This is an optimization exercise on Yosys and OpenROAD, whose aim is small area, not a production implementation.
Function was checked by simulation only, so behaviour that the tests miss may differ from the original.
No activity file was given, so power comes from the tool's default toggle rates.

## PW
==> module twpc_scan, before the edit <==
module twpc_scan #(
    parameter NUM_SCAN = 32,
    parameter IDX_W    = 5
) (
    input  wire                clk,
    input  wire                rst,         
    input  wire [NUM_SCAN-1:0] scan_in,       
    input  wire                rep_clear,   
    output reg  [NUM_SCAN-1:0] sc_drv,      
    output reg                 rep_valid,
    output reg  [IDX_W-1:0]    rep_line,
    output reg  [7:0]          rep_id
);
    localparam [3:0] PH_PULSE = 4'b0000, PH_REL = 4'b0001, PH_PROBE = 4'b0011,
                     PH_CHECK = 4'b0101;
    reg [IDX_W-1:0] sc_idx;
    reg [3:0]       sc_ph;
    reg [7:0]       sc_val;     
    reg [2:0]       rot;        
    reg             sweep;      
    reg [7:0]       cached;     
    reg [7:0]       ring [0:3][0:7];
    wire s = scan_in[sc_idx];
    wire is_check = (sc_ph == PH_CHECK);
    wire report   = is_check && s && (sc_val != cached);
    wire advance  = is_check || (sc_ph == PH_PROBE && !s);
    genvar g;
    generate
        for (g = 0; g < NUM_SCAN; g = g + 1) begin : g_drv
            always @(posedge clk)
                sc_drv[g] <= !rst && (sc_ph == PH_PULSE) && (sc_idx == g);
        end
    endgenerate
    wire        wr_hit = (rep_line[2:0] == rot);
    wire [31:0] heads;
    genvar r, e;
    generate
        for (r = 0; r < 4; r = r + 1) begin : g_ring
            wire we = sweep || (wr_hit && rep_line[4:3] == r);
            twpc_ao22 #(.W(8)) u_head (
                .a(rep_id), .sa(we), .b(ring[r][0]), .sb(!we), .y(heads[8 * r +: 8])
            );
            always @(posedge clk) begin
                ring[r][7] <= heads[8 * r +: 8];
            end
            for (e = 0; e < 7; e = e + 1) begin : g_ent
                always @(posedge clk)
                    ring[r][e] <= ring[r][e + 1];
            end
        end
    endgenerate
    wire       cap = (sc_idx[2:0] == rot);
    wire [7:0] cached_d;
    twpc_ao5 #(.W(8)) u_cap (
        .a(heads[7:0]),   .sa(cap && sc_idx[4:3] == 2'd0),
        .b(heads[15:8]),  .sb(cap && sc_idx[4:3] == 2'd1),
        .c(heads[23:16]), .sc(cap && sc_idx[4:3] == 2'd2),
        .d(heads[31:24]), .sd(cap && sc_idx[4:3] == 2'd3),
        .e(cached),       .se(!cap),
        .y(cached_d)
    );
    wire load = report && !rst;
    wire hold = !report && !rst;
    wire [7:0]       rep_id_d;
    wire [IDX_W-1:0] rep_line_d;
    twpc_ao22 #(.W(8))     u_rid  (.a(sc_val), .sa(load), .b(rep_id),   .sb(hold), .y(rep_id_d));
    twpc_ao22 #(.W(IDX_W)) u_rline(.a(sc_idx), .sa(load), .b(rep_line), .sb(hold), .y(rep_line_d));
    always @(posedge clk) begin
        sc_val   <= {s, sc_val[7:1]};
        cached   <= cached_d;
        rep_id   <= rep_id_d;
        rep_line <= rep_line_d;
    end
    always @(posedge clk) begin
        if (rst) begin
            sc_idx    <= {IDX_W{1'b0}};
            sc_ph     <= PH_PULSE;
            rot       <= 3'd0;
            sweep     <= 1'b1;
            rep_valid <= 1'b0;
        end else begin
            rot <= {rot[1:0], rot[2] ^ (rot[1] | ~rot[0])};
            if (rot == 3'b100)    
                sweep <= 1'b0;
            if (rep_clear)
                rep_valid <= 1'b0;
            if (report)
                rep_valid <= 1'b1;
            sc_idx <= sc_idx + advance;
            if (advance)
                sc_ph <= PH_PULSE;
            else
                sc_ph <= {sc_ph[2:0], ~(sc_ph[3] ^ sc_ph[2])};
        end
    end
endmodule
==> flow/config.mk <==
export PLATFORM = sky130hd
export DESIGN_NAME = twpc_scan
export DESIGN_NICKNAME = twpc_scan
export VERILOG_FILES = /design/flow/design.v
export SDC_FILE = /design/flow/constraint.sdc
export NUM_CORES = 4
export LEC_CHECK = 0
export CAP_MARGIN = 20
export CORE_MARGIN = 2
export CORE_UTILIZATION = 75
export PLACE_DENSITY = 0.85
export SLEW_MARGIN = 20
export SYNTH_HIERARCHICAL = 1
export SYNTH_MINIMUM_KEEP_SIZE = 0
==> flow/constraint.sdc <==
create_clock -name core_clock -period 5.0 [get_ports {clk}]
set_input_delay 1.0000 -clock core_clock [delete_from_list [all_inputs] [get_ports {clk}]]
set_output_delay 1.0000 -clock core_clock [all_outputs]
set_load 0.01 [all_outputs]
standard.sh (not shown) runs the stock make flow with config.mk's settings and CLKGATE_MAP_FILE= SYNTH_SCRIPT=/design/flow/synth_recipe.tcl, a recipe that flattens the netlist after the stock synthesis.
==> flow/flow/run.sh <==
#!/bin/bash
# The standard layout (standard.sh) with three changes:
#  - synthesis is synth_recipe.tcl unchanged except that its ABC pass maps with
#    flow/area.abc (area-recovering &nf mapping) instead of ORFS's speed script;
#  - the port buffers use the smallest buffer cell;
#  - the clock tree uses clkbuf_4 in small clusters, without dummy loads.
# make's output goes to make_finish.log; each tool's full log is under orfs/logs.
set -euo pipefail
W=$(pwd)
cat > "$W/area_synth.tcl" <<TCL
# synth_recipe.tcl with ABC's script replaced by $W/flow/area.abc
proc abc {args} {
  set i [lsearch -exact \$args -script]
  if { \$i >= 0 } { lset args [expr { \$i + 1 }] $W/flow/area.abc }
  puts "abc (area script): \$args"
  yosys abc {*}\$args
}
source $W/synth_recipe.tcl
TCL
CTS="-sink_clustering_enable -repair_clock_nets -sink_clustering_size 11 -sink_clustering_max_diameter 40 -buf_list sky130_fd_sc_hd__clkbuf_4 -dont_use_dummy_load"
bash standard.sh \
  "SYNTH_SCRIPT=$W/area_synth.tcl" \
  "BUFFER_PORTS_ARGS=-buffer_cell sky130_fd_sc_hd__buf_1" \
  "CTS_ARGS=$CTS" \
  finish > make_finish.log 2>&1
==> flow/flow/area.abc <==
&get -n
&st
&syn2
&dch
&nf -R 1000 -p
&put
Modified inputs, TR compared to PW
--- a/flow/design.v
+++ b/flow/design.v
@@ -34,7 +34,7 @@
     input  wire                rst,         
     input  wire [NUM_SCAN-1:0] scan_in,       
     input  wire                rep_clear,   
-    output reg  [NUM_SCAN-1:0] sc_drv,      
+    output wire [NUM_SCAN-1:0] sc_drv,      
     output reg                 rep_valid,
     output reg  [IDX_W-1:0]    rep_line,
     output reg  [7:0]          rep_id
@@ -55,8 +55,7 @@
     genvar g;
     generate
         for (g = 0; g < NUM_SCAN; g = g + 1) begin : g_drv
-            always @(posedge clk)
-                sc_drv[g] <= !rst && (sc_ph == PH_PULSE) && (sc_idx == g);
+            assign sc_drv[g] = (sc_ph == PH_REL) && (sc_idx == g);
         end
     endgenerate
     wire        wr_hit = (rep_line[2:0] == rot);
==> summary.txt <==
TR reports its last element of the critical path as sc_drv[31] while PW reports rep_id[6].
Relative contribution of sequential cells to total power, TR and PW: larger value in TR
[TR vs PW] period utilization: lower in TR
Comparing TR and PW, the lower post-detailed-routing wire length was measured on TR.
Diff PW -> TR: total length of routed met2 wires moved down, clock power moved down, pin count of the biggest net entering global routing moved down.

re-timing with driven ports:
How much do the figures lean on ideal ports? The routed layouts below were timed once more, with nothing changed but the port constraints. Step 1, drivers: a clkbuf_16 drives clk and a buf_2 each remaining input, both assumed. Step 2 times the ports against the registers' clock, not the clock port: input delays grow and output delays shrink by t, the midpoint of the rising clock arrivals with the driver on. Three values: no drivers, after step 1, after step 2; two values: the first two.
run | t (ns) | slack for setup (ns) | worst data-port slew with drivers (ns)
PW | 0.593 | 1.463 / 1.463 / 1.463 | 0.03
TR | 0.631 | 1.636 / 1.603 / 1.789 | 0.04
After both steps every run listed still meets setup and hold.
